What follows belongs to an exercise in optimizing a design on an open flow for small area, a short achievable clock period and few clock cycles per item; a production flow would make more cautious choices. Function was checked by simulation only, so behaviour that the tests miss may differ from the original.

Design lpc_synth, start of the top module:
module lpc_synth (
    input  wire        clk,
    input  wire        rst,
    input  wire        in_valid,
    output wire        in_ready,
    input  wire [15:0] in_data,
    output wire        out_valid,
    input  wire        out_ready,
    output wire [15:0] out_data,
    output wire [7:0]  out_sexp
);
    localparam [2:0] M_COEF  = 3'd0,    
                     M_PRIME = 3'd1,    
                     M_RUN   = 3'd2,    
                     M_LOAD  = 3'd3,    
                     M_DELTA = 3'd4,    
                     M_ALIGN = 3'd5,    
                     M_DRAIN = 3'd6;    
    reg  [2:0]  mode;
    reg         ph;           
    reg         rpass;        
    reg         conc;         
    reg         resc;         
    reg         spec;         
    reg  [3:0]  wcnt;         
    reg  [6:0]  lw;           
    reg  [4:0]  nxn;          
    reg  [6:0]  t;            
    reg  [6:0]  t0;           
    reg  [7:0]  sc;           
    reg  [7:0]  rqfb;         
    reg  [7:0]  wa;           
    reg  [6:0]  nc;           
    reg  [2:0]  dstep;        
    reg         r_run_odd;    
    reg         r_take;       
    reg         r_take_conc;  
    reg         r_coef;       
    reg         r_load;       
    reg         r_cont;       
    reg         r_contgo;     
    reg         r_shin;       
    reg         r_inrdy;      
    reg         r_srcin;      
    reg  [15:0] din_r;        
    reg         sh_r;         
    reg         sh2_r;        
    reg  [7:0]  dhi_r;        
    reg         tk_r;         
    reg         cm_r;         
    reg  [15:0] ycm, zcm;     
    reg         hm_on, hm_first;
    reg  [15:0] coef [1:16];
    reg  [15:0] nx   [1:16];        
    localparam integer RQN = 194;
    reg  [7:0]  rq   [0:RQN-1];
    reg  [15:0] st   [0:15];        
    reg  [15:0] de_z1;
    reg  [4:0]  sexp;               
    reg  [4:0]  dlt;                
    reg  [14:0] hm;                 
    reg  [19:0] pk;                 
    reg  [20:0] yr;                 
    reg         vpk;
    reg  [4:0]  pbl;                
    reg         pkz;                
    reg  [3:0]  hbl;                
    reg  [6:0]  d0r;                
    reg  [6:0]  dlo, dhi;           
  ...
export LEC_CHECK = 0
export ABC_AREA = 1
export CAP_MARGIN = 20
export CORE_MARGIN = 2
export CORE_UTILIZATION = 55
export PLACE_DENSITY = 0.72
export SLEW_MARGIN = 20
create_clock -name core_clock -period 12.0 [get_ports {clk}]
standard.sh (not shown) runs the stock make flow with config.mk's settings and CLKGATE_MAP_FILE= SYNTH_SCRIPT=/design/flow/synth_recipe.tcl, a recipe that flattens the netlist after the stock synthesis.
==> flow/flow/run.sh <==
#!/bin/bash
set -euo pipefail
bash standard.sh SETUP_SLACK_MARGIN=7.6 finish > standard.log 2>&1
Testbench counts at the start, summed over its fixed seeds: cycles 21,564, frames 60.
Edit:
CORE_UTILIZATION = 40   (was 55)
PLACE_DENSITY = 0.6   (was 0.72)
Worst hold slack improves by 0.040 ns.
Sequential cell count stays the same.
Utilization goes down by 17 points.
Wire length goes up by a few percent.
Final cell count goes up by a little under a tenth.
Area after synthesis is unchanged.
Worst setup slack improves by 0.15 ns.
Global-route usage goes down by 8.0 points.

---

Setup of the reference run:
Another version of the RTL of lpc_synth (not shown whole).
For scale: roughly 23,000 cells after synthesis, about 46 I/O pins.
clock: 12.0 ns
lec_check: 0
cap_margin: 20
core_margin: 2
core_utilization: 40
place_density: 0.6
slew_margin: 20
==> flow/flow/run.sh <==
#!/bin/bash
set -euo pipefail
bash standard.sh SETUP_SLACK_MARGIN=7.0 finish > standard.log 2>&1
The reference run: all stages complete, timing, DRC and antenna checks passed
Testbench counts of the reference run, summed over its fixed seeds: cycles 21,804, frames 60.
For the trial run, these inputs were changed with respect to the reference run:
==> flow/run.sh (new file) <==
#!/bin/bash
# synth_recipe.tcl (not shown) runs the flow's synth.tcl, then flattens the netlist and writes it again
# the make line also repeats each setting of config.mk as NAME=value (left out here)
make -C /OpenROAD-flow-scripts/flow DESIGN_CONFIG=/design/flow/config.mk WORK_HOME=/design/flow/orfs CLKGATE_MAP_FILE= SYNTH_SCRIPT=/design/flow/synth_recipe.tcl finish
removed: flow/flow/run.sh
removed: flow/standard.sh
Findings:
Comparing the trial run and the reference run, the lower number of signal-net buffers in the layout is on the trial run. The trial run against the reference run: post-route core utilization barely changed, clock skew after layout dropped 0.0050 ns. On hold slack, the trial run and the reference run are basically level. Critical path startpoint: g_unit[1].g_d.dr[44] -> the reference run, g_unit[0].g_mp.u_mul.cy[2] -> the trial run. Summary of the trial run over the reference run: layout multi-input combinational cell count now sits at about the same level; first-pass GRT wire length essentially unchanged; minimum setup slack in the final design went down by 0.75 ns; proportion of cell area occupied by multi-input gates shows no meaningful change.

---

Another version of the RTL of lpc_synth (not shown whole).
For scale: about 25000 cells after synthesis, ~4800 flip-flops, about 46 I/O pins, about 240000 um2 of cells after synthesis.
// lpc_synth
module lpc_synth (
    input  wire        clk,
    input  wire        rst,
    input  wire        in_valid,
    output wire        in_ready,
    input  wire [15:0] in_data,
    output wire        out_valid,
    input  wire        out_ready,
    output wire [15:0] out_data,
    output wire [7:0]  out_sexp
);
==> flow/config.mk <==
export PLATFORM = sky130hd
export DESIGN_NAME = lpc_synth
export DESIGN_NICKNAME = lpc_synth
export VERILOG_FILES = /design/flow/design.v
export SDC_FILE = /design/flow/constraint.sdc
export NUM_CORES = 8
export LEC_CHECK = 0
export ABC_AREA = 1
export CAP_MARGIN = 10
export CORE_MARGIN = 2
export CORE_UTILIZATION = 62
export PLACE_DENSITY = 0.78
export SLEW_MARGIN = 10
==> flow/constraint.sdc <==
create_clock -name core_clock -period 12.0 [get_ports {clk}]
set_input_delay 2.4000 -clock core_clock [delete_from_list [all_inputs] [get_ports {clk}]]
set_output_delay 2.4000 -clock core_clock [all_outputs]
set_load 0.01 [all_outputs]
==> flow/flow/run.sh <==
#!/bin/bash
set -euo pipefail
bash standard.sh SETUP_SLACK_MARGIN=7.6 finish > standard.log 2>&1
Testbench counts at the start, summed over its fixed seeds: cycles 21,564, frames 60.
Rerun with:
- CORE_UTILIZATION: 62 -> 55
- PLACE_DENSITY: 0.78 -> 0.72
Cell area is about the same.
Worst setup slack improves by 0.053 ns.
Routed wire length rises by 1.5%.
Synthesized cell count stays the same.
Area after synthesis stays the same.
Via count fell by 1.6%.
Non-clock buffer count rises by 27.
Critical path depth fell by 8.
Rerun with:
==> flow/flow/run.sh (replaced) <==
#!/bin/bash
set -euo pipefail
bash standard.sh SETUP_SLACK_MARGIN=7.4 finish > standard.log 2>&1
After rerunning:
- The changed run completed with no timing, DRC or antenna violations
- cell area is about the same
- setup slack gets worse by 0.22 ns
- critical path depth went up by 2
- maximum frequency went down by 4.7%
- global-route usage went down by 0.60 points
Rerun with:
==> flow/flow/run.sh (replaced) <==
#!/bin/bash
set -euo pipefail
bash standard.sh SETUP_SLACK_MARGIN=8.0 finish > standard.log 2>&1
- CORE_UTILIZATION: 55 -> 40
- PLACE_DENSITY: 0.72 -> 0.6
First-iteration DRC count shrinks by 17%.
Critical path depth is lower by 9.
Maximum frequency is higher by 14%.
Area after synthesis stays the same.
Clock-buffer cell count goes up by 73.
Cell count grows by 7.8%.
Design area goes up by 2.9%.
Routed wire length rose by 6.9%.
Rerun with:
==> flow/flow/run.sh (replaced) <==
#!/bin/bash
set -euo pipefail
bash standard.sh SETUP_SLACK_MARGIN=8.4 finish > standard.log 2>&1
- CORE_UTILIZATION: 40 -> 55
- PLACE_DENSITY: 0.6 -> 0.72
Effect: Synthesized area stays the same; register-to-register slack improved by 0.23 ns; via count is higher by 4.0%; flip-flop and latch count does not change; setup slack got worse by 0.027 ns; synthesized cell count is unchanged.

## separate check: timing with driven ports
The flow's constraints put no driver on any port. The routed layouts listed below were extracted and timed again, unchanged, in two steps.
Step 1 assumes that a clkbuf_16 drives the clock port and a buf_2 every other input.
Step 2 also shifts input and output timing later by t, the mid clock arrival at the registers, as if the neighbouring blocks saw the same clock.
Three values: ideal ports, drivers, drivers and shift; two values: the first two.
run | t (ns) | slack for setup (ns) | hold WS [ns]
the first run of note 1 | 1.141 | 6.671 / 6.671 / 6.480 | 0.270 / 0.270 / 0.270
the second run of note 1 | 1.195 | 6.816 / 6.816 / 6.119 | 0.310 / 0.310 / 0.310
the reference run | 1.172 | 7.050 / 7.050 / 6.330 | 0.269 / 0.269 / 0.269
the trial run | 1.175 | 6.304 / 6.304 / 6.304 | 0.268 / 0.268 / 0.268
the first run of note 3 | 1.146 | 7.534 / 7.534 / 6.752 | 0.276 / 0.276 / 0.276
the second run of note 3 | 1.135 | 7.587 / 7.534 / 6.804 | 0.227 / 0.227 / 0.227
the third run of note 3 | 1.111 | 7.367 / 7.367 / 6.633 | 0.280 / 0.280 / 0.280
the fourth run of note 3 | 1.182 | 7.933 / 7.802 / 7.079 | 0.298 / 0.298 / 0.298
the fifth run of note 3 | 1.167 | 7.906 / 7.768 / 7.448 | 0.276 / 0.276 / 0.276
After both steps every run listed still meets setup and hold. For the fourth run of note 3, which loses most, drivers alone change the setup slack by -0.131 ns; drivers and shift together by -0.854 ns.
